What follows belongs to an exercise in optimizing a design on an open flow for small area, a short achievable clock period and few clock cycles per item; a production flow would make more cautious choices. Where RTL was checked, it was by simulation tests only, not by an equivalence proof against the original. The RTL of runs 1 to 3 was laid out without a check of its function. Power figures rest on the tool's default switching activity, not on a simulated workload.

File: flow/design.v
module hb_rx (
    input  wire       clk,
    input  wire       rst,         
    input  wire       in_valid,
    output wire       in_ready,
    input  wire [7:0] in_data,
    output wire       ev_valid,
    input  wire       ev_ready,
    output wire [7:0] ev_data
);
    localparam integer PMAX = 242;
    localparam [2:0] P_SEARCH = 3'd0,    
                     P_LINK   = 3'd1,
                     P_LEN    = 3'd2,
                     P_METH   = 3'd3,    
                     P_PATH   = 3'd4,
                     P_SKIP   = 3'd5;    
    localparam [1:0] M_GET = 2'd0, M_POST = 2'd1, M_OTHER = 2'd2;
    localparam [7:0] CH_CR = 8'h0D;
    reg  [7:0] xb;            
    reg        xv;
    reg  [7:0] sb;            
    reg        sv;
    wire       proc;          
    reg  k_plus, k_i, k_p, k_d, k_comma, k_colon, k_dig, k_lf, k_sp;
    reg  k_g, k_e, k_t, k_o, k_s;
    assign in_ready = !sv;
    wire take = in_valid && !sv;
    wire [7:0] nb     = sv ? sb : in_data;
    wire       load_x = sv ? proc : (take && (!xv || proc));
    always @(posedge clk) begin
        if (rst) begin
            xv <= 1'b0;
            sv <= 1'b0;
        end else if (sv) begin
            if (proc)
                sv <= 1'b0;
        end else if (take) begin
            if (!xv || proc)
                xv <= 1'b1;
            else
                sv <= 1'b1;
        end else if (proc)
            xv <= 1'b0;
        if (take)
            sb <= in_data;
        if (load_x) begin
            xb      <= nb;
            k_plus  <= (nb == "+");
            k_i     <= (nb == "I");
            k_p     <= (nb == "P");
            k_d     <= (nb == "D");
            k_comma <= (nb == ",");
            k_colon <= (nb == ":");
            k_dig   <= (nb >= "0") && (nb <= "9");
            k_lf    <= (nb == 8'h0A);
            k_sp    <= (nb == " ");
            k_g     <= (nb == "G");
            k_e     <= (nb == "E");
            k_t     <= (nb == "T");
            k_o     <= (nb == "O");
            k_s     <= (nb == "S");
        end
    end
    reg [2:0]  pstate;
    reg [8:0]  rx_len;        
    reg [2:0]  mpos;          
    reg [9:0]  link;          
    reg [1:0]  link_n;
    reg [16:0] lenv;          
    reg [2:0]  len_n;
    reg [2:0]  mi;            
    reg        g_ok, p_ok;
    reg [1:0]  method;        
    reg        pend_v;        
    reg [7:0]  pend;
    reg [7:0]  plen;          
    reg [7:0]  pbuf [0:PMAX-1];
    reg        f_files;       
    reg        f_card;        
    reg        f_qm;          
    reg [3:0]  mk;            
    reg        f_mf;          
    reg [1:0]  js;            
    reg       marker_hit, get_hit, post_hit;
    reg [7:0] files_c, card_c, mf_c;
    always @(*) begin
        case (mpos)
            3'd0: marker_hit = k_plus;
            3'd1: marker_hit = k_i;
            3'd2: marker_hit = k_p;
            3'd3: marker_hit = k_d;
            default: marker_hit = k_comma;
        endcase
        case (mi)
            3'd0: get_hit = k_g;
            3'd1: get_hit = k_e;
            3'd2: get_hit = k_t;
            3'd3: get_hit = k_sp;
            default: get_hit = 1'b0;
        endcase
        case (mi)
            3'd0: post_hit = k_p;
            3'd1: post_hit = k_o;
            3'd2: post_hit = k_s;
            3'd3: post_hit = k_t;
            default: post_hit = k_sp;
        endcase
        case (plen)
            8'd0: files_c = "/";
            8'd1: files_c = "f";
            8'd2: files_c = "i";
            8'd3: files_c = "l";
            8'd4: files_c = "e";
            default: files_c = "s";
        endcase
        case (plen)
            8'd0: card_c = "/";
            8'd1: card_c = "c";
            8'd2: card_c = "a";
            8'd3: card_c = "r";
            8'd4: card_c = "d";
            8'd5: card_c = "d";
            8'd6: card_c = "a";
            8'd7: card_c = "t";
            default: card_c = "a";
        endcase
        case (mk)
            4'd0:  mf_c = "a";
            4'd1:  mf_c = "c";
            4'd2:  mf_c = "t";
            4'd3:  mf_c = "i";
            4'd4:  mf_c = "o";
            4'd5:  mf_c = "n";
            4'd6:  mf_c = "=";
            4'd7:  mf_c = "m";
            4'd8:  mf_c = "f";
            4'd9:  mf_c = "k";
            4'd10: mf_c = "e";
            4'd11: mf_c = "y";
            4'd12: mf_c = "3";
            default: mf_c = "2";
        endcase
    end
    wire [3:0] dval = xb[3:0];
    wire       c_files = f_files && (plen < 8'd6) && (pend == files_c);
    wire       c_card  = f_card  && (plen < 8'd9) && (pend == card_c);
    wire       c_qm    = f_qm || (plen == 8'd1 && f_files && pend == "?");
    wire       mk_hit  = (pend == mf_c);
    wire [3:0] c_mk    = f_mf ? mk : (mk_hit ? mk + 4'd1 : ((pend == "a") ? 4'd1 : 4'd0));
    wire       c_mf    = f_mf || (mk_hit && mk == 4'd13);
    wire [1:0] c_js    = (pend == ".") ? 2'd1 :
                         (js == 2'd1 && pend == "j") ? 2'd2 :
                         (js == 2'd2 && pend == "s") ? 2'd3 : 2'd0;
    wire [7:0] c_plen  = plen + 8'd1;
    wire       fin_add   = (pstate == P_PATH) && pend_v && (pend != CH_CR);
    wire [7:0] fin_plen  = fin_add ? c_plen : plen;
    wire       r_fi = fin_add ? c_files : f_files;
    wire       r_ca = fin_add ? c_card  : f_card;
    wire       r_qm = fin_add ? c_qm    : f_qm;
    wire       r_mf = fin_add ? c_mf    : f_mf;
    wire [1:0] r_js = fin_add ? c_js    : js;
    wire [2:0] fin_route =
        (method == M_OTHER)                         ? 3'd0 :
        (r_fi && fin_plen == 8'd6)                  ? 3'd1 :    
        (r_js == 2'd3)                              ? 3'd2 :    
        r_mf                                        ? 3'd3 :    
        ((r_fi && fin_plen == 8'd1) || r_qm)        ? 3'd4 :    
        (r_ca && fin_plen == 8'd9)                  ? 3'd5 :    
                                                      3'd0;     
    wire ovf = rx_len[8];      
    wire link_dig = k_dig && link_n != 2'd3;
    wire link_end = k_comma && link_n != 2'd0 && link[9:8] == 2'd0;
    wire len_dig  = k_dig && len_n != 3'd5;
    wire len_end  = k_colon && len_n != 3'd0;
    wire ev_mal = (pstate == P_LINK && !link_dig && !link_end) ||
                  (pstate == P_LEN  && !len_dig  && !len_end);
    wire ev_fin = k_lf && (pstate == P_METH || pstate == P_PATH || pstate == P_SKIP);
    wire ev_new = ovf || ev_mal || ev_fin;
    wire ev_drp = ovf || ev_mal;
    reg        ev_v;
    reg [7:0]  ev_b;
    reg [7:0]  ecnt;          
    reg        e_drop;
    reg        e_reason;
    reg [2:0]  e_route;
    reg [7:0]  e_plen;
    reg [7:0]  e_lasti;       
    reg [7:0]  rq [0:3];      
    reg [1:0]  rg;            
    reg [15:0] rlo;           
    reg [3:0]  rmid;          
    reg [1:0]  rhi;           
    reg  hazard;
    always @(posedge clk)
        hazard <= ev_v && !e_drop && (plen < e_plen) && ({1'b0, plen} + 9'd9 >= {1'b0, ecnt});
    wire hold_hdr = ev_v && !e_drop &&
                    ((pstate == P_LINK && ecnt == 8'd0) ||
                     ((pstate == P_LEN || pstate == P_METH) && ecnt <= 8'd5));
    wire stall = (ev_new && ev_v) || ((pstate == P_PATH) && hazard) || hold_hdr;
    assign proc = xv && !stall;
    wire launch = proc && ev_new;
    reg  [15:0] wlo, whi;
    wire        wen = xv && pstate == P_PATH && pend_v && !hazard;
    wire [15:0] wsel_hi = whi & {16{wen}};
    integer w;
    always @(posedge clk) begin
        for (w = 0; w < PMAX; w = w + 1)
            if (wsel_hi[w / 16] && wlo[w % 16])
                pbuf[w] <= pend;
    end
    always @(posedge clk) begin
        if (rst) begin
            pstate <= P_SEARCH;
            rx_len <= 9'd0;
            mpos   <= 3'd0;
        end else if (proc) begin
            if (ovf) begin
                rx_len <= 9'd1;
                pstate <= P_SEARCH;
                mpos   <= k_plus ? 3'd1 : 3'd0;
            end else begin
                rx_len <= rx_len + 9'd1;
                case (pstate)
                    P_SEARCH: begin
                        if (marker_hit) begin
                            if (mpos == 3'd4) begin
                                pstate <= P_LINK;
                                link_n <= 2'd0;
                                mpos   <= 3'd0;
                            end else
                                mpos <= mpos + 3'd1;
                        end else
                            mpos <= k_plus ? 3'd1 : 3'd0;
                    end
                    P_LINK: begin
                        if (link_dig) begin
                            link   <= (link_n == 2'd0) ? {6'd0, dval}
                                                       : link * 10'd10 + {6'd0, dval};
                            link_n <= link_n + 2'd1;
                        end else if (link_end) begin
                            pstate <= P_LEN;
                            len_n  <= 3'd0;
                        end else begin
                            rx_len <= 9'd0;
                            pstate <= P_SEARCH;
                        end
                    end
                    P_LEN: begin
                        if (len_dig) begin
                            lenv  <= (len_n == 3'd0) ? {13'd0, dval}
                                                     : lenv * 17'd10 + {13'd0, dval};
                            len_n <= len_n + 3'd1;
                        end else if (len_end) begin
                            pstate  <= P_METH;
                            mi      <= 3'd0;
                            g_ok    <= 1'b1;
                            p_ok    <= 1'b1;
                            method  <= M_OTHER;
                            pend_v  <= 1'b0;
                            plen    <= 8'd0;
                            wlo     <= 16'd1;
                            whi     <= 16'd1;
                            js      <= 2'd0;
                            f_files <= 1'b1;
                            f_card  <= 1'b1;
                            f_qm    <= 1'b0;
                            mk      <= 4'd0;
                            f_mf    <= 1'b0;
                        end else begin
                            rx_len <= 9'd0;
                            pstate <= P_SEARCH;
                        end
                    end
                    P_METH: begin
                        if (k_lf) begin
                            rx_len <= 9'd0;
                            pstate <= P_SEARCH;
                        end else begin
                            mi   <= mi + 3'd1;
                            g_ok <= g_ok && get_hit;
                            p_ok <= p_ok && post_hit;
                            if (g_ok && mi == 3'd3 && k_sp) begin
                                method <= M_GET;
                                pstate <= P_PATH;
                            end else if (p_ok && mi == 3'd4 && k_sp) begin
                                method <= M_POST;
                                pstate <= P_PATH;
                            end else if (!(g_ok && get_hit) && !(p_ok && post_hit))
                                pstate <= P_SKIP;
                        end
                    end
                    P_PATH: begin
                        if (k_lf) begin
                            rx_len <= 9'd0;
                            pstate <= P_SEARCH;
                        end else begin
                            if (pend_v) begin
                                plen    <= c_plen;
                                wlo     <= {wlo[14:0], wlo[15]};
                                if (wlo[15])
                                    whi <= {whi[14:0], whi[15]};
                                f_files <= c_files;
                                f_card  <= c_card;
                                f_qm    <= c_qm;
                                mk      <= c_mk;
                                f_mf    <= c_mf;
                                js      <= c_js;
                            end
                            if (k_sp) begin
                                pend_v <= 1'b0;
                                pstate <= P_SKIP;
                            end else begin
                                pend_v <= 1'b1;
                                pend   <= xb;
                            end
                        end
                    end
                    P_SKIP: begin
                        if (k_lf) begin
                            rx_len <= 9'd0;
                            pstate <= P_SEARCH;
                        end
                    end
                    default: pstate <= P_SEARCH;
                endcase
            end
        end
    end
    wire e_last = (ecnt == e_lasti);
    reg [7:0] e_byte;         
    always @(*) begin
        if (e_drop)
            e_byte = {7'd0, e_reason};
        else begin
            case (ecnt)
                8'd0: e_byte = link[7:0];
                8'd1: e_byte = lenv[7:0];
                8'd2: e_byte = lenv[15:8];
                8'd3: e_byte = {7'd0, lenv[16]};
                8'd4: e_byte = 8'd0;
                8'd5: e_byte = {6'd0, method};
                8'd6: e_byte = {5'd0, e_route};
                8'd7: e_byte = e_plen;
                8'd8: e_byte = 8'd0;
                default: e_byte = rq[rg];
            endcase
        end
    end
    wire [63:0] rs1;
    genvar gj;
    generate
        for (gj = 0; gj < 64; gj = gj + 1) begin : g_rs
            assign rs1[gj] = rlo[gj % 16] && rmid[gj / 16];
        end
    endgenerate
    reg [7:0] rsel [0:3];
    integer q, j;
    always @(*) begin
        for (q = 0; q < 4; q = q + 1) begin
            rsel[q] = 8'd0;
            for (j = 0; j < 64; j = j + 1)
                if (q * 64 + j < PMAX)
                    rsel[q] = rsel[q] | (pbuf[q * 64 + j] & {8{rs1[j]}});
        end
    end
    always @(posedge clk) begin
        if (rst)
            ev_v <= 1'b0;
        else if (!ev_v)
            ev_v <= launch;
        else if (ev_ready && e_last)
            ev_v <= 1'b0;
    end
    integer g;
    always @(posedge clk) begin
        if (!ev_v) begin
            ev_b     <= ev_drp ? 8'h83 : 8'h82;
            ecnt     <= 8'd0;
            e_drop   <= ev_drp;
            e_reason <= ovf;
            e_route  <= fin_route;
            e_plen   <= fin_plen;
            e_lasti  <= ev_drp ? 8'd1 : fin_plen + 8'd9;
            rlo      <= 16'h0100;
            rmid     <= 4'b1000;
            rhi      <= 2'd3;
        end else if (ev_ready) begin
            ecnt <= ecnt + 8'd1;
            ev_b <= e_byte;
            for (g = 0; g < 4; g = g + 1)
                rq[g] <= rsel[g];
            rg   <= rhi;
            rlo  <= {rlo[14:0], rlo[15]};
            if (rlo[15]) begin
                rmid <= {rmid[2:0], rmid[3]};
                if (rmid[3])
                    rhi <= rhi + 2'd1;
            end
        end
    end
    assign ev_valid = ev_v;
    assign ev_data  = ev_b;
endmodule
File: flow/flow/run.sh
#!/bin/bash
set -euo pipefail
cd "$(dirname "$0")/.."
bash standard.sh finish SETUP_SLACK_MARGIN=6.6 TNS_END_PERCENT=10 > flow_make.log 2>&1
File: flow/standard.sh
#!/bin/bash
# synth_recipe.tcl (not shown) runs the flow's synth.tcl, then flattens the netlist and writes it again
# the make line also repeats each setting of config.mk as NAME=value (left out here)
make -C /OpenROAD-flow-scripts/flow DESIGN_CONFIG=/design/flow/config.mk WORK_HOME=/design/flow/orfs CLKGATE_MAP_FILE= SYNTH_SCRIPT=/design/flow/synth_recipe.tcl "${@:-finish}"
File: flow/config.mk
export PLATFORM = sky130hd
export DESIGN_NAME = hb_rx
export DESIGN_NICKNAME = hb_rx
export VERILOG_FILES = /design/flow/design.v
export SDC_FILE = /design/flow/constraint.sdc
export NUM_CORES = 4
export LEC_CHECK = 0
export CAP_MARGIN = 20
export CORE_MARGIN = 2
export CORE_UTILIZATION = 40
export SLEW_MARGIN = 20
File: flow/constraint.sdc
create_clock -name core_clock -period 10.0 [get_ports {clk}]
set_input_delay 2.0000 -clock core_clock [delete_from_list [all_inputs] [get_ports {clk}]]
set_output_delay 2.0000 -clock core_clock [all_outputs]
set_load 0.01 [all_outputs]
==> flow_summary.yaml, run 1 <==
synth:
  yosysSeqAreaShare_pct: 77.16
  async_reset_ff_share_pct: 0
  syn_area_mm2: 0.08436
  avgSynthCellArea_um2: 16.96
  synth_cell_types: 81
  ys_seq_elements: 2188
  dominantRegCellSynth: "edfxtp_1"
  synthCells: 4974
  yosysWarnings: 4
  syn_nets: 5078
  synth_edf_count: 2127
place:
  port_buffers: 21
  gp_congestion: 0.9681
  hpwl_um: 194000
route:
  antenna_left: 0
  firstDrtPassIters: 8
  wirelength_um: 323800
  num_vias: 54558
  drt_iter0_drc: 11212
  drc: 0
  wl_per_cell_um: 40.55
  vias_per_cell: 6.833
global_route:
  grt_pass1_wl_um: 428100
  antenna_found_initial: 32
  grt_util_all_layers_pct: 28.83
  grt_overflow_total: 0
  grt_pass1_vias: 50214
  grt_max_degree: 197
timing:
  max_freq_ghz: 0.2708
  max-slew-margin-rel_pct: 6.795
  hold_viol: 0
  rsz0062_at_grt: "true"
  tns_ns: 0
  slew_viol_final: 0
  finalSetupViolCount: 0
  period_share_pct: 36.92
  tightest_slew_ns: 1.398
  min_period_ns: 3.692
  finClkSkew_ns: 0.07852
clock_tree:
  clock-sinks: 2188
  clk_root_buffer_cell: "clkbuf_16"
  worstSkewPairLatency_ns: 0.89
  cts_htree_levels: 4
  cts_buffers: 209
  ctsLongestPathBuffers: 3
  cts_tree: "yes"
  path_clk_slew_ns: 0.07
job:
  maxCapViolCount: 0
setup_path:
  required_ns: 10.57
  arrival_ns: 4.27
  start_kind: "flop"
  end_kind: "flop"
  crit_type: "flop to flop"
  path_max_fanout: 21
pwr:
  power_leakage_nw: 31.32
  power_mw: 17.82
  power_density_mw_per_mm2: 187.0
  ir_worst_vdd_mv: 0.1857
die:
  die_w_um: 463.2
  io_pins: 22
  coreArea_mm2: 0.2096
  start_util_pct: 40.25
  num_rows: 168
  die-height_um: 463.2
  die_area_mm2: 0.2146
hold_path:
  hold_path_class: "flop to flop"
finish:
  drive_gt1_share_pct: 11.99
  nets: 5090
  postLayoutCoreUtil_pct: 45.47
  synthToLayoutAreaGrowth_pct: 12.98
outcome:
  status: "finished clean"
==> sequential cells by signal (all words and copies together) (netlist names), 3 cells and up, named ones only <==
register and cells:
pbuf 1936, rq 32, lenv 17, rlo 16, whi 16, wlo 16, link 10, rx_len 9
e_lasti 8, e_plen 8, ecnt 8, ev_b 8, pend 8, plen 8, sb 8, xb 8
mf_c 6, mk 4, rmid 4, e_route 3, len_n 3, mi 3, mpos 3, pstate 3
==> synthesized netlist by cell type (8+ instances only) <==
cell / instances / area, um^2
or4_1: 28 / 210.2
mux2i_1: 31 / 310.3
a31oi_1: 14 / 87.58
a21o_1: 21 / 157.7
nor2_1: 157 / 589.3
nor3_1: 49 / 245.2
clkbuf_1: 331 / 1242
inv_1: 71 / 266.5
nand2b_1: 17 / 106.4
nor4_1: 10 / 62.56
a221oi_1: 421 / 3687
a22o_1: 416 / 3643
buf_1: 20 / 75.07
edfxtp_1: 2127 / 63870
and2_1: 75 / 469.2
ha_1: 88 / 1101
or3_1: 11 / 68.82
xor2_1: 40 / 350.3
nand4_1: 150 / 938.4
o21ai_0: 39 / 195.2
a21oi_1: 54 / 270.3
dfxtp_1: 61 / 1221
and3_1: 281 / 1758
a22oi_1: 151 / 1134
nand3_1: 37 / 185.2
nor2b_1: 14 / 87.58
xnor2_1: 51 / 446.7
nand2_1: 80 / 300.3
mux4_2: 8 / 180.2
==> worst max-delay path, stage by stage (launching register included) <==
cell and delay, ns:
dfxtp_1 0.51, and2_2 0.58, buf_4 0.39, a22o_1 0.29, a221oi_1 0.56, nand4_1 0.29, or4_1 0.72
==> logic make-up after synthesis <==
| kind of cell | share of synthesized area [%] |
|---|---|
| flip-flops | 77.16 |
| AO/OA/AOI/OAI | 11.60 |
| AND/OR/NAND/NOR | 6.274 |
| buffers and inverters | 1.958 |
| adder cells (fa/ha/maj) | 1.400 |
| XOR/XNOR | 0.9448 |
| multiplexers | 0.6615 |
==> layer usage <==
layer	global-route usage, %	wire length [um]	part of all wire, %	vias to the layer above
met3	9.741	52020	16	1086
met1	37.95	112300	35	27405
met2	41.84	137500	42	5456
met4	15.96	21850	6.7	10
li1	-	-	-	20601
met5	0	63	0.019	-
==> layout make-up <==
class	instances	area [um^2]
Tap cell	2805	3510
Clock buffer	263	5517
Inverter	72	272.8
Timing Repair Buffer	161	1466
Sequential cell	2188	65100
Clock inverter	123	1176
Fill cell	17839	114300
Multi-Input combinational cell	2354	18210
Antenna cell	18	45.04
==> layout by cell type (no fill, tap or decap), types with 7 or more instances in the layout <==
cell type        instances
a21oi_1                 51
mux4_2                   8
xnor2_1                 46
edfxtp_1              2127
nand2_1                 79
or3_1                   11
o21ai_0                 36
buf_6                   11
clkinvlp_4              12
inv_1                   65
buf_4                  117
clkbuf_1                49
nor4_1                   9
o21a_1                   7
nand2b_1                16
and2_1                  16
nor2b_1                 10
or4_1                   27
a31oi_1                 13
bufinv_16               14
diode_2                 18
nand3_1                 37
and3_1                 278
ha_1                    83
clkinv_1                42
a22oi_1                151
nand4_1                150
a221oi_1               395
nor2_1                 150
dfxtp_1                 58
xor2_1                  38
clkdlybuf4s50_1         10
nor3_1                  46
and2_2                  57
mux2i_1                 29
clkinv_2                41
a221oi_2                26
clkbuf_16              218
a22o_1                 416
a21o_1                  21
==> stage by stage <==
| stage | std cells | setup slack (ns) | area [um^2] | hold WS (ns) |
|---|---|---|---|---|
| 2_1_floorplan | 4974 | 4.368 | 84490 | 0.4003 |
| 3_3_place_gp | 7545 | 5.092 | 87820 | 0.4381 |
| 5_1_grt | 7970 | 6.378 | 95270 | 0.4622 |
| 4_1_cts | 7941 | 6.449 | 94700 | 0.4511 |
| 6_report | 7984 | 6.308 | 95300 | 0.4615 |
| 3_5_place_dp | 7545 | 5.302 | 87820 | 0.4045 |
==> what timing repair did <==
item,in CTS,in global routing
buffers inserted,9,16
setup endpoints to repair,1701,1362
hold buffers,0,0
cloned,1,9
endpoints found under the hold margin,0,0
gates resized for setup,53,68
pin swaps,7,11
==> worst paths after layout <==
kind	startpoint	endpoint	slack, ns	cells past startpoint
setup / recovery	rmid[0]	rq[1][6]	6.31	6
hold / removal	xb[4]	pend[4]	0.46	0
setup reg to reg	rmid[0]	rq[1][6]	6.31	6
hold reg to reg	xb[4]	pend[4]	0.46	0
==> power breakdown <==
group / internal, mW / switching [mW] / leakage, nW
Sequential: 9.91 / 0.0102 / 19.7
Combinational: 0.0203 / 0.0332 / 8.35
Clock: 4.29 / 3.56 / 3.23
==> run 2, diff against run 1 <==
--- a/flow/design.v
+++ b/flow/design.v
@@ -191,9 +191,10 @@
     reg [15:0] rlo;           
     reg [3:0]  rmid;          
     reg [1:0]  rhi;           
+    wire [8:0] wnext = {1'b0, plen} + {8'd0, pend_v};
     reg  hazard;
     always @(posedge clk)
-        hazard <= ev_v && !e_drop && (plen < e_plen) && ({1'b0, plen} + 9'd9 >= {1'b0, ecnt});
+        hazard <= ev_v && !e_drop && (wnext < {1'b0, e_plen}) && (wnext + 9'd9 >= {1'b0, ecnt});
     wire hold_hdr = ev_v && !e_drop &&
                     ((pstate == P_LINK && ecnt == 8'd0) ||
                      ((pstate == P_LEN || pstate == P_METH) && ecnt <= 8'd5));
@@ -201,8 +202,7 @@
     assign proc = xv && !stall;
     wire launch = proc && ev_new;
     reg  [15:0] wlo, whi;
-    wire        wen = xv && pstate == P_PATH && pend_v && !hazard;
-    wire [15:0] wsel_hi = whi & {16{wen}};
+    wire [15:0] wsel_hi = whi & {16{pend_v}};
     integer w;
     always @(posedge clk) begin
         for (w = 0; w < PMAX; w = w + 1)
==> flow/run.sh (new file) <==
#!/bin/bash
# synth_recipe.tcl (not shown) runs the flow's synth.tcl, then flattens the netlist and writes it again
# the make line also repeats each setting of config.mk as NAME=value (left out here)
make -C /OpenROAD-flow-scripts/flow DESIGN_CONFIG=/design/flow/config.mk WORK_HOME=/design/flow/orfs CLKGATE_MAP_FILE= SYNTH_SCRIPT=/design/flow/synth_recipe.tcl finish
removed: flow/flow/run.sh
removed: flow/standard.sh
==> flow_summary.yaml, run 2 <==
pwr:
  p_clk_share_pct: 44.5
  ir_worst_vdd_mv: 0.1568
  p_seq_share_pct: 55.2
  switching_share_pct: 20.15
  power_leakage_nw: 31.23
  power_mw: 17.97
  power_density_mw_per_mm2: 189.5
  internal_power_mw: 14.35
  combPwrFrac_pct: 0.3
  power.switching_mw: 3.619
synth:
  synth_edf_count: 2127
  yosysWarnings: 4
  avgSynthCellArea_um2: 16.87
  syn_area_mm2: 0.08459
  synthTopCellsByArea: "edfxtp_1 (76%), a221oi_1 (4.2%), a22o_1 (4.1%)"
  synth_top_cell_area_share_pct: 75.51
  yosysSeqAreaShare_pct: 76.95
  async_reset_ff_share_pct: 0
  synthCells: 5013
  yosysTopAreaCell: "edfxtp_1"
  yosysMostFrequentCell: "edfxtp_1"
  ys_seq_elements: 2188
  dominantRegCellSynth: "edfxtp_1"
  syn_nets: 5120
  synth_cell_types: 75
  netlist_top_cells_count: "edfxtp_1 (2127), a221oi_1 (401), a22o_1 (398), clkbuf_1 (331), and3_1 (293)"
finish:
  nets: 5102
  postLayoutCoreUtil_pct: 45.14
  ff_latch_area_mm2: 0.06509
  multi_input_area_mm2: 0.01791
  final_common_cell: "edfxtp_1"
  largest_register_ff_count: 1936
  largest_registers: "pbuf x1936, rq x32, lenv x17"
  layout_common_cells: "edfxtp_1 (2127), a221oi_1 (401), a22o_1 (398)"
  regMostFlops: "pbuf"
  drive_gt1_share_pct: 9.653
  synthToLayoutAreaGrowth_pct: 12.07
  fillers: 18014
clock_tree:
  cts_tree: "yes"
  ctsLongestPathBuffers: 3
  clock-sinks: 2188
  cts_buffers: 211
  postCtsHoldBufs: 0
  cts-resized-gates: 0
  path_clk_slew_ns: 0.07
  worstSkewPairLatency_ns: 0.88
  clk_root_buffer_cell: "clkbuf_16"
  cts_htree_levels: 4
  cts_setup_buffers: 0
timing:
  rsz0062_at_grt: "false"
  finalSetupViolCount: 0
  max_freq_ghz: 0.2290
  finClkSkew_ns: 0.08034
  min_period_ns: 4.367
  max-slew-margin-rel_pct: 16.91
  hold_viol: 0
  tightest_slew_ns: 1.246
  period_share_pct: 43.67
  tns_ns: 0
  slew_viol_final: 0
global_route:
  grt_util_all_layers_pct: 27.71
  grt_pass1_vias: 49509
  antenna_found_initial: 9
  grt_max_degree: 189
  grt_overflow_total: 0
  grt_pass1_wl_um: 412900
route:
  num_vias: 52986
  antenna_left: 0
  firstDrtPassIters: 8
  vias_per_cell: 6.632
  drc: 0
  wirelength_um: 307100
  wl_per_cell_um: 38.44
  drt_iter0_drc: 9697
die:
  die_area_mm2: 0.2152
  start_util_pct: 40.28
  io_pins: 22
  num_rows: 168
  die-height_um: 463.9
  die_w_um: 463.9
  coreArea_mm2: 0.2100
job:
  maxCapViolCount: 0
hold_path:
  hold_path_class: "flop to flop"
setup_path:
  crit_family: "flip-flops"
  cp_slowest_cell: "dfxtp_1"
  worstPathCellList: "clkdlybuf4s50_1"
  start_kind: "flop"
  cp_num_buf_inv: 1
  required_ns: 8.00
  path_max_fanout: 15
  arrival_ns: 2.37
  crit_type: "flop to output port"
  end_kind: "output port"
  cpPeakStageDelay_ns: 0.85
place:
  gp_congestion: 0.9279
  hpwl_um: 181700
  port_buffers: 21
outcome:
  status: "finished clean"
run 2: changes by cell type in the layout (fill, tap and decap cells not counted), moves of 15 or more:
cell      before  now
a221oi_2      26    0
inv_1         65   83
nor2_1       150  124
and3_1       278  293
buf_4        117  101
a22oi_1      151  189
a22o_1       416  398
run 2: worst paths after layout:
path	slack, ns	to	start	cells past startpoint
worst min register to register	0.48	rg[0]	rhi[0]	0
worst max-delay path	5.63	ev_valid	ev_v	1
worst min-delay path	0.48	rg[0]	rhi[0]	0
worst max register to register	6.04	lenv[16]	lenv[2]	10
run 2: cell type report:
class | instances | share of cell area [%]
Antenna cell | 5 | 0.01320
Clock buffer | 273 | 5.925
Clock inverter | 125 | 1.279
Inverter | 85 | 0.3366
Multi-Input combinational cell | 2379 | 18.89
Sequential cell | 2188 | 68.67
Tap cell | 2805 | 3.702
Timing Repair Buffer | 130 | 1.188
run 2: cell families (layout without fill, tap and decap cells):
group	Yosys count	after routing	share of synthesized area (%)
and+or+nand+nor	960	960	6.536
AOI/OAI and AO/OA	1189	1189	11.47
buffers and inverters	446	613	1.998
other	0	5	0
DFF	2188	2188	76.95
xor gates and xnor gates	92	92	0.9689
adders and majority gates	95	95	1.441
muxes	43	43	0.6360
run 2: metal layers:
| layer | vias to the layer above | GRT usage (%) | part of all wire [%] |
|---|---|---|---|
| li1 | 20686 | - | - |
| met1 | 27160 | 36.24 | 36 |
| met2 | 4284 | 41.62 | 44 |
| met3 | 850 | 8.546 | 14 |
| met4 | 6 | 14.16 | 6.0 |
| met5 | - | 0.4011 | 0.045 |
run 2: power groups by stage:
stage	clock network, mW	registers (mW)	logic, mW
floorplan	0	10.1	0.0332
global placement	0	10.1	0.0471
detailed placement	0	10.1	0.0494
CTS	7.98	9.92	0.0497
global route	8.34	9.92	0.0547
finish	8.00	9.92	0.0498
run 2: metrics by stage:
stage / worst slack, ns / area [um^2] / std cells / hold WS (ns)
6_report: 5.633 / 94800 / 7990 / 0.4752
5_1_grt: 5.524 / 94780 / 7985 / 0.4801
4_1_cts: 5.571 / 94730 / 7983 / 0.4621
3_5_place_dp: 5.095 / 87900 / 7585 / 0.4604
3_3_place_gp: 4.572 / 87870 / 7583 / 0.4418
2_1_floorplan: 4.262 / 84590 / 5013 / 0.4003
==> run 3, diff against run 2 <==
--- a/flow/design.v
+++ b/flow/design.v
@@ -75,6 +75,7 @@
     reg        pend_v;        
     reg [7:0]  pend;
     reg [7:0]  plen;          
+    reg [7:0]  plen1;         
     reg [7:0]  pbuf [0:PMAX-1];
     reg        f_files;       
     reg        f_card;        
@@ -152,7 +153,7 @@
     wire [1:0] c_js    = (pend == ".") ? 2'd1 :
                          (js == 2'd1 && pend == "j") ? 2'd2 :
                          (js == 2'd2 && pend == "s") ? 2'd3 : 2'd0;
-    wire [7:0] c_plen  = plen + 8'd1;
+    wire [7:0] c_plen  = plen1;
     wire       fin_add   = (pstate == P_PATH) && pend_v && (pend != CH_CR);
     wire [7:0] fin_plen  = fin_add ? c_plen : plen;
     wire       r_fi = fin_add ? c_files : f_files;
@@ -168,6 +169,23 @@
         ((r_fi && fin_plen == 8'd1) || r_qm)        ? 3'd4 :    
         (r_ca && fin_plen == 8'd9)                  ? 3'd5 :    
                                                       3'd0;     
+    wire [16:0] la = {lenv[13:0], 3'b000};
+    wire [16:0] lb = {lenv[15:0], 1'b0};
+    wire [16:0] lc = {13'd0, dval};
+    wire [16:0] ls = la ^ lb ^ lc;
+    wire [16:0] lk = {(la[15:0] & lb[15:0]) | (la[15:0] & lc[15:0]) | (lb[15:0] & lc[15:0]), 1'b0};
+    wire [16:0] kg0 = ls & lk;
+    wire [16:0] kp0 = ls ^ lk;
+    wire [16:0] kg1 = kg0 | (kp0 & {kg0[15:0], 1'b0});
+    wire [16:0] kp1 = kp0 & {kp0[15:0], 1'b0};
+    wire [16:0] kg2 = kg1 | (kp1 & {kg1[14:0], 2'b0});
+    wire [16:0] kp2 = kp1 & {kp1[14:0], 2'b0};
+    wire [16:0] kg3 = kg2 | (kp2 & {kg2[12:0], 4'b0});
+    wire [16:0] kp3 = kp2 & {kp2[12:0], 4'b0};
+    wire [16:0] kg4 = kg3 | (kp3 & {kg3[8:0], 8'b0});
+    wire [16:0] kp4 = kp3 & {kp3[8:0], 8'b0};
+    wire [16:0] kg5 = kg4 | (kp4 & {kg4[0], 16'b0});
+    wire [16:0] len_x10 = kp0 ^ {kg5[15:0], 1'b0};
     wire ovf = rx_len[8];      
     wire link_dig = k_dig && link_n != 2'd3;
     wire link_end = k_comma && link_n != 2'd0 && link[9:8] == 2'd0;
@@ -191,7 +209,7 @@
     reg [15:0] rlo;           
     reg [3:0]  rmid;          
     reg [1:0]  rhi;           
-    wire [8:0] wnext = {1'b0, plen} + {8'd0, pend_v};
+    wire [8:0] wnext = {1'b0, pend_v ? plen1 : plen};
     reg  hazard;
     always @(posedge clk)
         hazard <= ev_v && !e_drop && (wnext < {1'b0, e_plen}) && (wnext + 9'd9 >= {1'b0, ecnt});
@@ -248,8 +266,7 @@
                     end
                     P_LEN: begin
                         if (len_dig) begin
-                            lenv  <= (len_n == 3'd0) ? {13'd0, dval}
-                                                     : lenv * 17'd10 + {13'd0, dval};
+                            lenv  <= (len_n == 3'd0) ? {13'd0, dval} : len_x10;
                             len_n <= len_n + 3'd1;
                         end else if (len_end) begin
                             pstate  <= P_METH;
@@ -259,6 +276,7 @@
                             method  <= M_OTHER;
                             pend_v  <= 1'b0;
                             plen    <= 8'd0;
+                            plen1   <= 8'd1;
                             wlo     <= 16'd1;
                             whi     <= 16'd1;
                             js      <= 2'd0;
@@ -297,6 +315,7 @@
                         end else begin
                             if (pend_v) begin
                                 plen    <= c_plen;
+                                plen1   <= plen1 + 8'd1;
                                 wlo     <= {wlo[14:0], wlo[15]};
                                 if (wlo[15])
                                     whi <= {whi[14:0], whi[15]};
@@ -381,11 +400,15 @@
             e_reason <= ovf;
             e_route  <= fin_route;
             e_plen   <= fin_plen;
-            e_lasti  <= ev_drp ? 8'd1 : fin_plen + 8'd9;
+            e_lasti  <= 8'd255;
             rlo      <= 16'h0100;
             rmid     <= 4'b1000;
             rhi      <= 2'd3;
-        end else if (ev_ready) begin
+        end else begin
+            if (ecnt == 8'd0)
+                e_lasti <= e_drop ? 8'd1 : e_plen + 8'd9;
+        end
+        if (ev_v && ev_ready) begin
             ecnt <= ecnt + 8'd1;
             ev_b <= e_byte;
             for (g = 0; g < 4; g = g + 1)
==> flow/flow/run.sh (new file) <==
#!/bin/bash
set -euo pipefail
cd "$(dirname "$0")/.."
bash standard.sh finish SETUP_SLACK_MARGIN=6.6 TNS_END_PERCENT=10 > flow_make.log 2>&1
==> flow/standard.sh (new file) <==
#!/bin/bash
# synth_recipe.tcl (not shown) runs the flow's synth.tcl, then flattens the netlist and writes it again
# the make line also repeats each setting of config.mk as NAME=value (left out here)
make -C /OpenROAD-flow-scripts/flow DESIGN_CONFIG=/design/flow/config.mk WORK_HOME=/design/flow/orfs CLKGATE_MAP_FILE= SYNTH_SCRIPT=/design/flow/synth_recipe.tcl "${@:-finish}"
removed: flow/run.sh
==> flow_summary.yaml, run 3 <==
die:
  die-height_um: 464.3
  die_area_mm2: 0.2156
  coreArea_mm2: 0.2102
  die_w_um: 464.3
  start_util_pct: 40.32
  io_pins: 22
  num_rows: 168
pwr:
  power_mw: 18.39
  ir_worst_vdd_mv: 0.2010
  power_density_mw_per_mm2: 192.9
  power_leakage_nw: 31.27
global_route:
  grt_overflow_total: 0
  grt_util_all_layers_pct: 27.72
  busiest_layer: "met2"
  grt_max_degree: 188
  grtUsageMet3_pct: 7.991
  antenna_found_initial: 21
  grtUsageMet2_pct: 42.44
  grt_pass1_wl_um: 414300
  use_met1_pct: 36.49
  grt_pass1_vias: 49383
finish:
  layout_common_cells: "edfxtp_1 (2151), a22o_1 (406), a221oi_1 (404)"
  nets: 5054
  final_common_cell: "edfxtp_1"
  synthToLayoutAreaGrowth_pct: 12.51
  regMostFlops: "pbuf"
  largest_register_ff_count: 1936
  largest_registers: "pbuf x1936, rq x32, lenv x17"
  drive_gt1_share_pct: 11.22
timing:
  max-slew-margin-rel_pct: 14.54
  hold_viol: 0
  tns_ns: 0
  tightest_slew_ns: 1.282
  finClkSkew_ns: 0.1060
  min_period_ns: 3.659
  finalSetupViolCount: 0
  period_share_pct: 36.59
  slew_viol_final: 0
  max_freq_ghz: 0.2733
  rsz0062_at_grt: "true"
setup_path:
  arrival_ns: 4.22
  end_kind: "flop"
  start_kind: "flop"
  crit_type: "flop to flop"
  required_ns: 10.56
  path_max_fanout: 26
synth:
  ys_seq_elements: 2196
  synthCells: 4954
  yosysSeqAreaShare_pct: 77.27
  avgSynthCellArea_um2: 17.11
  synth_cell_types: 92
  synth_edf_count: 2151
  async_reset_ff_share_pct: 0
  dominantRegCellSynth: "edfxtp_1"
  yosysWarnings: 4
  netlist_top_cells_count: "edfxtp_1 (2151), a221oi_1 (407), a22o_1 (406), clkbuf_1 (316), and3_1 (274)"
  synthTopCellsByArea: "edfxtp_1 (76%), a221oi_1 (4.2%), a22o_1 (4.2%)"
  syn_area_mm2: 0.08476
  yosysTopAreaCell: "edfxtp_1"
  yosysMostFrequentCell: "edfxtp_1"
  syn_nets: 5053
  synth_top_cell_area_share_pct: 76.20
job:
  maxCapViolCount: 0
route:
  vias_per_cell: 6.650
  wirelength_um: 307700
  antenna_left: 0
  drt_iter0_drc: 9952
  drc: 0
  firstDrtPassIters: 9
  wl_per_cell_um: 38.69
  num_vias: 52895
hold_path:
  hold_path_class: "flop to flop"
clock_tree:
  cts_tree: "yes"
  clk_root_buffer_cell: "clkbuf_16"
  ctsLongestPathBuffers: 3
  worstSkewPairLatency_ns: 0.91
  postCtsHoldBufs: 0
  cts_buffers: 214
  clock-sinks: 2196
  path_clk_slew_ns: 0.06
  cts_htree_levels: 4
outcome:
  status: "finished clean"
place:
  hpwl_um: 180600
  gp_congestion: 0.9062
  port_buffers: 21
[run 3: logic make-up after synthesis]
kind of cell    synth area share [%]
simple gates                   6.395
buf+inv                        2.025
mux                           0.6126
compound gates                 11.62
xor+xnor                      0.7646
flops                          77.27
fa+ha+maj                      1.320
[run 3: path summary, 6_finish.rpt]
path,start,end,slack (ns),depth (start not counted)
max reg2reg,rmid[0],rq[1][1],6.34,6
max,rmid[0],rq[1][1],6.34,6
min reg2reg,rhi[1],rg[1],0.47,0
min,rhi[1],rg[1],0.47,0
[run 3: area by class of cell]
type / count / area [um^2]
fillers: 17920 / 114800
multi-input cells: 2330 / 17900
repair buffers: 137 / 1174
inverters: 76 / 291.5
diodes: 14 / 35.03
flip-flops and latches: 2196 / 65500
well taps: 2805 / 3510
clock inverters: 136 / 1401
clock buffers: 260 / 5558
[run 3: power breakdown]
part	total [mW]	switching, mW	internal (mW)
combinational	0.281	0.189	0.0915
sequential	10.0	0.0358	9.98
clock	8.10	3.59	4.51
total	18.4	3.82	14.6
[run 3: what timing repair did]
action,4_1_cts,5_1_grt
buffers inserted,7,2
gates resized for setup,61,20
gates cloned,1,0
setup endpoints to repair,940,936
pin swaps,3,2
[run 3: stage by stage]
stage	cells	setup slack, ns	hold WS, ns	area, um^2	utilization (%)
floorplan	4954	4.655	0.4003	84950	-
global placement	7534	5.363	0.4419	88150	41.94
detailed placement	7534	5.319	0.4490	88150	41.94
CTS	7938	6.380	0.4679	95230	45.30
global route	7942	6.442	0.4717	95330	45.35
finish	7954	6.341	0.4690	95360	45.37
[run 3: metal layers]
metal	vias to the layer above	wire length, um
li1	20549	-
met1	27048	110300
met2	4421	137900
met3	863	42800
met4	14	16640
met5	-	88
[run 3: critical path, cell delays in order, from the launching register on]
cell	delay, ns
dfxtp_1	0.50
and2_2	0.42
buf_4	0.43
a22o_1	0.29
a221oi_1	0.63
nand4_1	0.33
or4_1	0.71
==> run 4, diff against run 3 <==
--- a/flow/design.v
+++ b/flow/design.v
@@ -76,7 +76,11 @@
     reg [7:0]  pend;
     reg [7:0]  plen;          
     reg [7:0]  plen1;         
-    reg [7:0]  pbuf [0:PMAX-1];
+    reg        pend_w;        
+    reg [7:0]  wslot;         
+    reg [7:0]  s0;            
+    reg [7:0]  tm;            
+    reg [7:0]  ring [0:255];
     reg        f_files;       
     reg        f_card;        
     reg        f_qm;          
@@ -196,7 +200,8 @@
     wire ev_fin = k_lf && (pstate == P_METH || pstate == P_PATH || pstate == P_SKIP);
     wire ev_new = ovf || ev_mal || ev_fin;
     wire ev_drp = ovf || ev_mal;
-    reg        ev_v;
+    reg        ev_v;          
+    reg        ev_vr;         
     reg [7:0]  ev_b;
     reg [7:0]  ecnt;          
     reg        e_drop;
@@ -204,28 +209,36 @@
     reg [2:0]  e_route;
     reg [7:0]  e_plen;
     reg [7:0]  e_lasti;       
-    reg [7:0]  rq [0:3];      
-    reg [1:0]  rg;            
+    reg [7:0]  rq;            
+    reg        qv;            
     reg [15:0] rlo;           
     reg [3:0]  rmid;          
     reg [1:0]  rhi;           
-    wire [8:0] wnext = {1'b0, pend_v ? plen1 : plen};
-    reg  hazard;
-    always @(posedge clk)
-        hazard <= ev_v && !e_drop && (wnext < {1'b0, e_plen}) && (wnext + 9'd9 >= {1'b0, ecnt});
+    reg  [7:0] rdist, rrem;
+    wire hazard = ev_v && !e_drop && (rdist < rrem);
+    wire we     = pend_v && !pend_w && (tm == wslot) && !hazard;
     wire hold_hdr = ev_v && !e_drop &&
                     ((pstate == P_LINK && ecnt == 8'd0) ||
                      ((pstate == P_LEN || pstate == P_METH) && ecnt <= 8'd5));
-    wire stall = (ev_new && ev_v) || ((pstate == P_PATH) && hazard) || hold_hdr;
+    wire stall = (ev_new && ev_v) || ((pstate == P_PATH) && pend_v && !pend_w && !we) || hold_hdr;
     assign proc = xv && !stall;
     wire launch = proc && ev_new;
-    reg  [15:0] wlo, whi;
-    wire [15:0] wsel_hi = whi & {16{pend_v}};
     integer w;
     always @(posedge clk) begin
-        for (w = 0; w < PMAX; w = w + 1)
-            if (wsel_hi[w / 16] && wlo[w % 16])
-                pbuf[w] <= pend;
+        tm <= tm + 8'd1;
+        ring[0] <= we ? pend : ring[255];
+        for (w = 1; w < 256; w = w + 1)
+            ring[w] <= ring[w - 1];
+    end
+    always @(posedge clk) begin
+        if (we)
+            pend_w <= 1'b1;
+        if (proc && !ovf && pstate == P_PATH && !k_lf && !k_sp) begin
+            pend_w <= 1'b0;
+            wslot  <= pend_v ? wslot + 8'd1 : tm + 8'd1;
+            if (!pend_v)
+                s0 <= tm + 8'd1;
+        end
     end
     always @(posedge clk) begin
         if (rst) begin
@@ -277,8 +290,6 @@
                             pend_v  <= 1'b0;
                             plen    <= 8'd0;
                             plen1   <= 8'd1;
-                            wlo     <= 16'd1;
-                            whi     <= 16'd1;
                             js      <= 2'd0;
                             f_files <= 1'b1;
                             f_card  <= 1'b1;
@@ -316,9 +327,6 @@
                             if (pend_v) begin
                                 plen    <= c_plen;
                                 plen1   <= plen1 + 8'd1;
-                                wlo     <= {wlo[14:0], wlo[15]};
-                                if (wlo[15])
-                                    whi <= {whi[14:0], whi[15]};
                                 f_files <= c_files;
                                 f_card  <= c_card;
                                 f_qm    <= c_qm;
@@ -362,36 +370,39 @@
                 8'd6: e_byte = {5'd0, e_route};
                 8'd7: e_byte = e_plen;
                 8'd8: e_byte = 8'd0;
-                default: e_byte = rq[rg];
+                default: e_byte = rq;
             endcase
         end
     end
-    wire [63:0] rs1;
-    genvar gj;
-    generate
-        for (gj = 0; gj < 64; gj = gj + 1) begin : g_rs
-            assign rs1[gj] = rlo[gj % 16] && rmid[gj / 16];
-        end
-    endgenerate
-    reg [7:0] rsel [0:3];
-    integer q, j;
+    reg [7:0] rsel;
+    integer j;
     always @(*) begin
-        for (q = 0; q < 4; q = q + 1) begin
-            rsel[q] = 8'd0;
-            for (j = 0; j < 64; j = j + 1)
-                if (q * 64 + j < PMAX)
-                    rsel[q] = rsel[q] | (pbuf[q * 64 + j] & {8{rs1[j]}});
-        end
+        rsel = 8'd0;
+        for (j = 0; j < 64; j = j + 1)
+            rsel = rsel | (ring[j] & {8{rlo[j % 16] && rmid[j / 16]}});
     end
+    wire [7:0] f0     = tm - s0;           
+    wire       e_free = !ev_vr || ev_ready;
+    wire       e_path = !e_drop && (ecnt >= 8'd9);
+    wire       e_load = e_free && !e_last && (!e_path || qv);
+    wire       e_take = e_load && e_path;
+    wire       fetch  = ev_v && !e_drop && (rrem != 8'd0) && (rhi == 2'd0) && (!qv || e_take);
+    integer g;
     always @(posedge clk) begin
-        if (rst)
-            ev_v <= 1'b0;
-        else if (!ev_v)
-            ev_v <= launch;
-        else if (ev_ready && e_last)
-            ev_v <= 1'b0;
+        if (rst) begin
+            ev_v  <= 1'b0;
+            ev_vr <= 1'b0;
+        end else if (!ev_v) begin
+            ev_v  <= launch;
+            ev_vr <= launch;
+        end else if (e_free) begin
+            if (e_last) begin
+                ev_v  <= 1'b0;
+                ev_vr <= 1'b0;
+            end else
+                ev_vr <= !e_path || qv;
+        end
     end
-    integer g;
     always @(posedge clk) begin
         if (!ev_v) begin
             ev_b     <= ev_drp ? 8'h83 : 8'h82;
@@ -401,27 +412,38 @@
             e_route  <= fin_route;
             e_plen   <= fin_plen;
             e_lasti  <= 8'd255;
-            rlo      <= 16'h0100;
-            rmid     <= 4'b1000;
-            rhi      <= 2'd3;
+            qv       <= 1'b0;
+            rrem     <= fin_plen;
+            rdist    <= f0 + 8'd1;
+            for (g = 0; g < 16; g = g + 1)
+                rlo[g] <= (f0[3:0] == g);
+            for (g = 0; g < 4; g = g + 1)
+                rmid[g] <= (f0[5:4] == g);
+            rhi      <= f0[7:6];
         end else begin
             if (ecnt == 8'd0)
                 e_lasti <= e_drop ? 8'd1 : e_plen + 8'd9;
-        end
-        if (ev_v && ev_ready) begin
-            ecnt <= ecnt + 8'd1;
-            ev_b <= e_byte;
-            for (g = 0; g < 4; g = g + 1)
-                rq[g] <= rsel[g];
-            rg   <= rhi;
-            rlo  <= {rlo[14:0], rlo[15]};
-            if (rlo[15]) begin
-                rmid <= {rmid[2:0], rmid[3]};
-                if (rmid[3])
-                    rhi <= rhi + 2'd1;
+            if (e_load) begin
+                ecnt <= ecnt + 8'd1;
+                ev_b <= e_byte;
+            end
+            if (fetch) begin
+                rq   <= rsel;
+                qv   <= 1'b1;
+                rrem <= rrem - 8'd1;
+            end else begin
+                if (e_take)
+                    qv <= 1'b0;
+                rdist <= rdist + 8'd1;
+                rlo   <= {rlo[14:0], rlo[15]};
+                if (rlo[15]) begin
+                    rmid <= {rmid[2:0], rmid[3]};
+                    if (rmid[3])
+                        rhi <= rhi + 2'd1;
+                end
             end
         end
     end
-    assign ev_valid = ev_v;
+    assign ev_valid = ev_vr;
     assign ev_data  = ev_b;
 endmodule
==> flow_summary.yaml, run 4 <==
outcome:
  status: "finished clean"
timing:
  hold_viol: 0
  slew_viol_final: 0
  max_freq_ghz: 0.2848
  tns_ns: 0
  max-slew-margin-rel_pct: 35.08
  rsz0062_at_grt: "true"
  tightest_slew_ns: 0.9728
  period_share_pct: 35.11
  min_period_ns: 3.511
  timing.hold.ws_ns: 0.2976
  finalSetupViolCount: 0
  finClkSkew_ns: 0.04311
clock_tree:
  postCtsHoldBufs: 0
  worstSkewPairLatency_ns: 0.83
  clock-sinks: 2292
  clk_root_buffer_cell: "clkbuf_16"
  cts_htree_levels: 4
  ctsLongestPathBuffers: 3
  cts_tree: "yes"
  path_clk_slew_ns: 0.06
  cts_buffers: 195
route:
  wirelength_um: 99880
  drc: 0
  route.met3.wl_um: 6185
  drt_iter0_drc: 1884
  antenna_left: 0
  met2_length_um: 41010
  vias_per_cell: 4.677
  num_vias: 28625
  firstDrtPassIters: 5
  routed.top_layer: "met4"
  wl_met1_um: 50370
  wl_per_cell_um: 16.32
place:
  hpwl_um: 56370
  port_buffers: 21
  gp_congestion: 0.8196
setup_path:
  start_kind: "flop"
  worstPathCellList: "buf_2"
  cpPeakStageDelay_ns: 0.52
  ff2ff_setup_slack_ns: 6.71
  end_kind: "output port"
  required_ns: 8.00
  cp_slowest_cell: "edfxtp_1"
  crit_family: "flip-flops"
  cp_num_buf_inv: 1
  crit_type: "flop to output port"
  arrival_ns: 1.51
  path_max_fanout: 1
die:
  num_rows: 140
  die-height_um: 386.5
  die_w_um: 386.5
  io_pins: 22
  start_util_pct: 40.24
  die_area_mm2: 0.1493
  coreArea_mm2: 0.1454
finish:
  regMostFlops: "ring"
  layout_common_cells: "dfxtp_1 (2103), clkbuf_16 (203), edfxtp_1 (187)"
  fillers: 12639
  multi_input_area_mm2: 0.009972
  synthToLayoutAreaGrowth_pct: 15.69
  ff_latch_area_mm2: 0.04776
  drive_gt1_share_pct: 10.18
  largest_register_ff_count: 2048
  final_common_cell: "dfxtp_1"
  largest_registers: "ring x2048, lenv x17, rlo x16"
  nets: 4148
  diodes: 0
job:
  maxCapViolCount: 0
synth:
  avgSynthCellArea_um2: 14.96
  ys_seq_elements: 2292
  yosysSeqAreaShare_pct: 81.62
  synth_edf_count: 187
  syn_area_mm2: 0.05851
  synth_cell_types: 98
  synthTopCellsByArea: "dfxtp_1 (72%), edfxtp_1 (9.6%), a22oi_1 (1.9%)"
  yosysTopAreaCell: "dfxtp_1"
  netlist_top_cells_count: "dfxtp_1 (2105), edfxtp_1 (187), a22oi_1 (148), nor2_1 (131), nand2_1 (118)"
  synthCells: 3910
  synth_top_cell_area_share_pct: 72.02
  yosysWarnings: 2
  syn_nets: 4014
  dominantRegCellSynth: "dfxtp_1"
  async_reset_ff_share_pct: 0
  yosysMostFrequentCell: "dfxtp_1"
global_route:
  grt_pass1_vias: 27997
  antenna_found_initial: 5
  grt_util_all_layers_pct: 13.18
  grt_overflow_total: 0
  grt_pass1_wl_um: 157400
  grt_max_degree: 75
pwr:
  power_density_mw_per_mm2: 249.7
  power_leakage_nw: 26.30
  ir_worst_vdd_mv: 0.1663
hold_path:
  hold_path_class: "flop to flop"
[run 4: cell count changes after synthesis, sizes merged, moves of 91 or more]
cell,previous run,this run
and3,275,22
nand4,151,44
clkbuf,323,87
a221oi,409,27
and2,107,16
a22o,406,86
dfxtp,45,2105
edfxtp,2151,187
[run 4: cells by family after synthesis]
kind of cell	synth area share, %
compound gates	7.297
xor+xnor	1.497
fa+ha+maj	2.032
buf+inv	1.486
mux	0.8105
simple gates	5.256
flops	81.62
[run 4: repair_timing]
action                                  CTS  global route
buffers inserted                          4             9
gates resized for setup                  48             7
pin swaps                                 2             3
gates cloned                              1             1
endpoints found under the setup margin  112            99
[run 4: power by group]
| group | switching [mW] | internal, mW | leakage [nW] |
|---|---|---|---|
| Clock | 3.25 | 4.34 | 3.30 |
| Combinational | 0.0313 | 0.0202 | 4.16 |
| Sequential | 0.00983 | 9.25 | 18.8 |
| Total | 3.29 | 13.6 | 26.3 |
[run 4: area by class of cell]
| cell class | instances | area share, % |
|---|---|---|
| sequential | 2292 | 70.56 |
| multi-input combinational | 1402 | 14.73 |
| clock buffer | 298 | 8.710 |
| tap | 1917 | 3.543 |
| clock inverter | 59 | 1.207 |
| timing repair buffer | 59 | 0.7190 |
| inverter | 93 | 0.5212 |
| timing repair inverter | 1 | 0.01109 |
[run 4: path summary, 6_finish.rpt]
path / from / endpoint / depth (start not counted)
worst min register to register: ring[82][4] / ring[83][4] / 0
worst min-delay path: ring[82][4] / ring[83][4] / 0
worst max-delay path: ev_b[2] / ev_data[2] / 1
worst max register to register: ev_v / mf_c[2] / 9
[run 4: per-stage QoR]
step	std cells	power [mW]	worst slack, ns	cell area (um^2)	util, %
after floorplan	3910	9.491	6.458	58530	-
after global placement	5748	9.509	5.515	60800	41.82
after CTS	6110	17.10	6.426	67560	46.47
final	6121	16.90	6.489	67690	46.56
after global routing	6121	17.48	6.435	67690	46.56
after detailed placement	5748	9.510	5.453	60800	41.82
[run 4: routing by layer]
metal  global-route usage [%]  up-vias
met5                        0        -
met4                    4.784        0
met3                    3.144      193
met2                    18.48      745
met1                    19.61    13837
li1                         -    13850
Testbench counts of run 4, summed over its fixed seeds: cycles 26,059, items 480.
==> run 5, diff against run 4 <==
--- a/flow/design.v
+++ b/flow/design.v
@@ -9,6 +9,8 @@
     output wire [7:0] ev_data
 );
     localparam integer PMAX = 242;
+    localparam integer RL   = PMAX;         
+    localparam [7:0]   RLM  = RL - 1;
     localparam [2:0] P_SEARCH = 3'd0,    
                      P_LINK   = 3'd1,
                      P_LEN    = 3'd2,
@@ -80,7 +82,9 @@
     reg [7:0]  wslot;         
     reg [7:0]  s0;            
     reg [7:0]  tm;            
-    reg [7:0]  ring [0:255];
+    reg [7:0]  ring [0:RL-1];
+    wire [7:0] tm1    = (tm == RLM) ? 8'd0 : tm + 8'd1;         
+    wire [7:0] wslot1 = (wslot == RLM) ? 8'd0 : wslot + 8'd1;   
     reg        f_files;       
     reg        f_card;        
     reg        f_qm;          
@@ -225,9 +229,9 @@
     wire launch = proc && ev_new;
     integer w;
     always @(posedge clk) begin
-        tm <= tm + 8'd1;
-        ring[0] <= we ? pend : ring[255];
-        for (w = 1; w < 256; w = w + 1)
+        tm <= rst ? 8'd0 : tm1;
+        ring[0] <= we ? pend : ring[RL - 1];
+        for (w = 1; w < RL; w = w + 1)
             ring[w] <= ring[w - 1];
     end
     always @(posedge clk) begin
@@ -235,9 +239,9 @@
             pend_w <= 1'b1;
         if (proc && !ovf && pstate == P_PATH && !k_lf && !k_sp) begin
             pend_w <= 1'b0;
-            wslot  <= pend_v ? wslot + 8'd1 : tm + 8'd1;
+            wslot  <= pend_v ? wslot1 : tm1;
             if (!pend_v)
-                s0 <= tm + 8'd1;
+                s0 <= tm1;
         end
     end
     always @(posedge clk) begin
@@ -381,7 +385,9 @@
         for (j = 0; j < 64; j = j + 1)
             rsel = rsel | (ring[j] & {8{rlo[j % 16] && rmid[j / 16]}});
     end
-    wire [7:0] f0     = tm - s0;           
+    wire [7:0] f0     = (tm >= s0) ? tm - s0 : tm - s0 + RL;   
+    wire [7:0] f01    = (f0 == RLM) ? 8'd0 : f0 + 8'd1;
+    wire [7:0] rdist1 = (rdist == RLM) ? 8'd0 : rdist + 8'd1;
     wire       e_free = !ev_vr || ev_ready;
     wire       e_path = !e_drop && (ecnt >= 8'd9);
     wire       e_load = e_free && !e_last && (!e_path || qv);
@@ -414,7 +420,7 @@
             e_lasti  <= 8'd255;
             qv       <= 1'b0;
             rrem     <= fin_plen;
-            rdist    <= f0 + 8'd1;
+            rdist    <= f01;
             for (g = 0; g < 16; g = g + 1)
                 rlo[g] <= (f0[3:0] == g);
             for (g = 0; g < 4; g = g + 1)
@@ -434,12 +440,18 @@
             end else begin
                 if (e_take)
                     qv <= 1'b0;
-                rdist <= rdist + 8'd1;
-                rlo   <= {rlo[14:0], rlo[15]};
-                if (rlo[15]) begin
-                    rmid <= {rmid[2:0], rmid[3]};
-                    if (rmid[3])
-                        rhi <= rhi + 2'd1;
+                rdist <= rdist1;
+                if (rdist == 8'd0) begin
+                    rlo  <= 16'd1;
+                    rmid <= 4'd1;
+                    rhi  <= 2'd0;
+                end else begin
+                    rlo <= {rlo[14:0], rlo[15]};
+                    if (rlo[15]) begin
+                        rmid <= {rmid[2:0], rmid[3]};
+                        if (rmid[3])
+                            rhi <= rhi + 2'd1;
+                    end
                 end
             end
         end
--- a/flow/config.mk
+++ b/flow/config.mk
@@ -8,4 +8,6 @@
 export CAP_MARGIN = 20
 export CORE_MARGIN = 2
 export CORE_UTILIZATION = 40
+export CTS_CLUSTER_DIAMETER = 80
+export CTS_CLUSTER_SIZE = 24
 export SLEW_MARGIN = 20
==> flow_summary.yaml, run 5 <==
global_route:
  grt_pass1_vias: 26870
  grt_max_degree: 48
  grt_pass1_wl_um: 155000
  grt_util_all_layers_pct: 13.39
  antenna_found_initial: 2
  grt_overflow_total: 0
pwr:
  ir_worst_vdd_mv: 0.1708
  power_mw: 13.59
  power_leakage_nw: 23.63
  power_density_mw_per_mm2: 218.6
hold_path:
  hold_path_class: "flop to flop"
  hp-start: "ring[229][1]"
setup_path:
  reg2regPathDepth: 8
  path_depth: 1
  cpPeakStageDelay_ns: 0.46
  cp_num_buf_inv: 1
  ff2ff_setup_slack_ns: 6.63
  cp_slowest_cell: "edfxtp_1"
  start_kind: "flop"
  worstReg2RegEnd: "rq[2]"
  arrival_ns: 1.51
  endpoint: "ev_data[7]"
  r2r_start: "rmid[3]"
  worstPathCellList: "dlygate4sd2_1"
  end_kind: "output port"
  required_ns: 8.00
  crit_family: "flip-flops"
  cp-startpoint: "ev_b[7]"
  path_max_fanout: 1
  crit_type: "flop to output port"
synth:
  synthTopCellsByArea: "dfxtp_1 (70%), edfxtp_1 (9.9%), ha_1 (2.1%)"
  synth_top_family_by_area: "compound AO/OA/AOI/OAI gates"
  synth_edf_count: 187
  synth_top_cell_area_share_pct: 70.45
  synth_cell_types: 91
  avgSynthCellArea_um2: 14.59
  synthCells: 3883
  syn_nets: 3997
  synth-adder-area-share_pct: 2.320
  yosysTopAreaCell: "dfxtp_1"
  dominantRegCellSynth: "dfxtp_1"
  synth-simple-area-share_pct: 5.541
  synthXorXnorAreaFrac_pct: 1.756
  syn_area_mm2: 0.05664
  ys_seq_elements: 2180
  yosysMostFrequentCell: "dfxtp_1"
  async_reset_ff_share_pct: 0
  yosysSeqAreaShare_pct: 80.36
  synth_compound_area_share_pct: 7.655
  yosysWarnings: 2
  netlist_top_cells_count: "dfxtp_1 (1993), edfxtp_1 (187), a22oi_1 (159), nor2_1 (155), nand2_1 (129)"
  synthMuxAreaShare_pct: 0.8174
finish:
  fillers: 12674
  fin_cells: 5854
  layout_common_cells: "dfxtp_1 (1988), edfxtp_1 (187), a22oi_1 (159)"
  final_common_cell: "dfxtp_1"
  synthToLayoutAreaGrowth_pct: 9.787
  regMostFlops: "ring"
  largest_registers: "ring x1936, lenv x17, rlo x16"
  nets: 4052
  drive_gt1_share_pct: 6.004
  finalInstanceArea_mm2: 0.06218
  postLayoutCoreUtil_pct: 44.08
  diodes: 0
  largest_register_ff_count: 1936
job:
  maxCapViolCount: 0
clock_tree:
  worstSkewPairLatency_ns: 0.74
  clock-sinks: 2180
  cts_buffers: 102
  cts_tree: "yes"
  ctsLongestPathBuffers: 3
  clk_root_buffer_cell: "clkbuf_16"
  cts_htree_levels: 3
  path_clk_slew_ns: 0.10
timing:
  max-slew-margin-rel_pct: 31.64
  min_period_ns: 3.514
  tns_ns: 0
  finClkSkew_ns: 0.03126
  setup_slack_ns: 6.486
  rsz0062_at_grt: "true"
  max_freq_ghz: 0.2846
  slew_viol_final: 0
  hold_viol: 0
  period_share_pct: 35.14
  finalSetupViolCount: 0
  tightest_slew_ns: 1.024
  timing.hold.ws_ns: 0.3138
route:
  vias_per_cell: 4.738
  drt_iter0_drc: 2302
  num_vias: 27738
  wirelength_um: 98240
  wl_per_cell_um: 16.78
  firstDrtPassIters: 6
  antenna_left: 0
  drc: 0
die:
  die_w_um: 380.3
  start_util_pct: 40.15
  num_rows: 138
  die-height_um: 380.3
  coreArea_mm2: 0.1411
  die_area_mm2: 0.1446
  io_pins: 22
place:
  hpwl_um: 58760
  gp_congestion: 0.8186
  dpl.cell_count: 5704
  post_dp_cell_area_mm2: 0.05903
  port_buffers: 21
  pre_cts_slack_ns: 5.361
outcome:
  status: "finished clean"
[run 5: logic make-up (layout without fill, tap and decap cells)]
group           after synthesis  count (layout)
compound gates              595             595
xor+xnor                    112             112
fa+ha+maj                   102             102
buf+inv                     228             309
flops                      2180            2180
mux                          43              43
simple gates                623             623
[run 5: routing by layer]
metal  global-route usage (%)  share of wire [%]
met1                    20.12                 50
met2                    19.40                 42
met3                    2.651                5.6
met4                    3.924                2.5
met5                        0              0.018
[run 5: what timing repair did]
item                       4_1_cts  5_1_grt
buffers inserted                 6       13
setup endpoints to repair      184      200
gates resized for setup         32       29
pin swaps                        4       12
hold buffers                     0        0
gates cloned                     1        0
[run 5: cell type report]
class	count	area [um^2]	area share (%)
clock buffer	126	2710	4.359
clock inverter	4	60.06	0.09659
inverter	106	405.4	0.6520
multi-input combinational	1475	10490	16.87
sequential	2180	45520	73.22
tap	1890	2365	3.803
timing repair buffer	72	615.6	0.9900
timing repair inverter	1	7.507	0.01207
[run 5: how the worst min path moves through the flow]
stage	endpoint	depth (start not counted)	slack, ns
2_1_floorplan	ring[100][0]	0	0.31
3_3_place_gp	ring[123][3]	0	0.31
3_5_place_dp	ring[110][4]	0	0.31
4_1_cts	ring[230][1]	0	0.31
5_1_grt	ring[158][1]	0	0.32
6_report	ring[230][1]	0	0.31
[run 5: worst reg2reg max path, stage by stage (launching register included)]
cell       delay (ns)
edfxtp_1         0.77
buf_4            0.40
and2_0           0.44
a32oi_1          0.34
nand3_1          0.12
nor3_1           0.22
o2111ai_1        0.13
a2111oi_0        0.43
nand2_1          0.23
[run 5: power breakdown]
part           total, mW  switching (mW)  leakage (nW)  internal (mW)
sequential          8.86          0.0455          17.9           8.81
clock               4.43            2.51          1.35           1.92
combinational      0.302           0.222          4.35         0.0799
total               13.6            2.78          23.6           10.8
Testbench counts of run 5, summed over its fixed seeds: cycles 26,059, items 480.

-- re-timing with driven ports --
Ports are ideal in the flow. The routed layouts listed here were re-timed in OpenROAD. Step 1 (the two cells are an assumption about what drives the block):
set clk [get_ports {clk}]
set_driving_cell -lib_cell sky130_fd_sc_hd__clkbuf_16 $clk
set_driving_cell -lib_cell sky130_fd_sc_hd__buf_2 [delete_from_list [all_inputs] $clk]
Step 2 times the ports against the registers' clock, not the clock port: input delays grow and output delays shrink by t, the midpoint of the rising clock arrivals with the driver on. Three values: ideal, step 1, step 2; two values: the first two.
run	t (ns)	slack for setup (ns)	worst hold slack (ns)
run 1	0.930	6.308 / 6.308 / 5.694	0.462 / 0.462 / 0.462
run 2	0.925	5.633 / 5.550 / 5.032	0.475 / 0.475 / 0.475
run 3	0.928	6.341 / 6.341 / 5.722	0.469 / 0.469 / 0.469
run 4	0.868	6.489 / 6.416 / 5.730	0.298 / 0.298 / 0.298
run 5	0.788	6.486 / 6.415 / 5.777	0.314 / 0.314 / 0.314
After both steps every run listed still meets setup and hold. The setup slack of run 4, which loses most, moves by -0.073 ns with the drivers and by -0.759 ns with both steps.
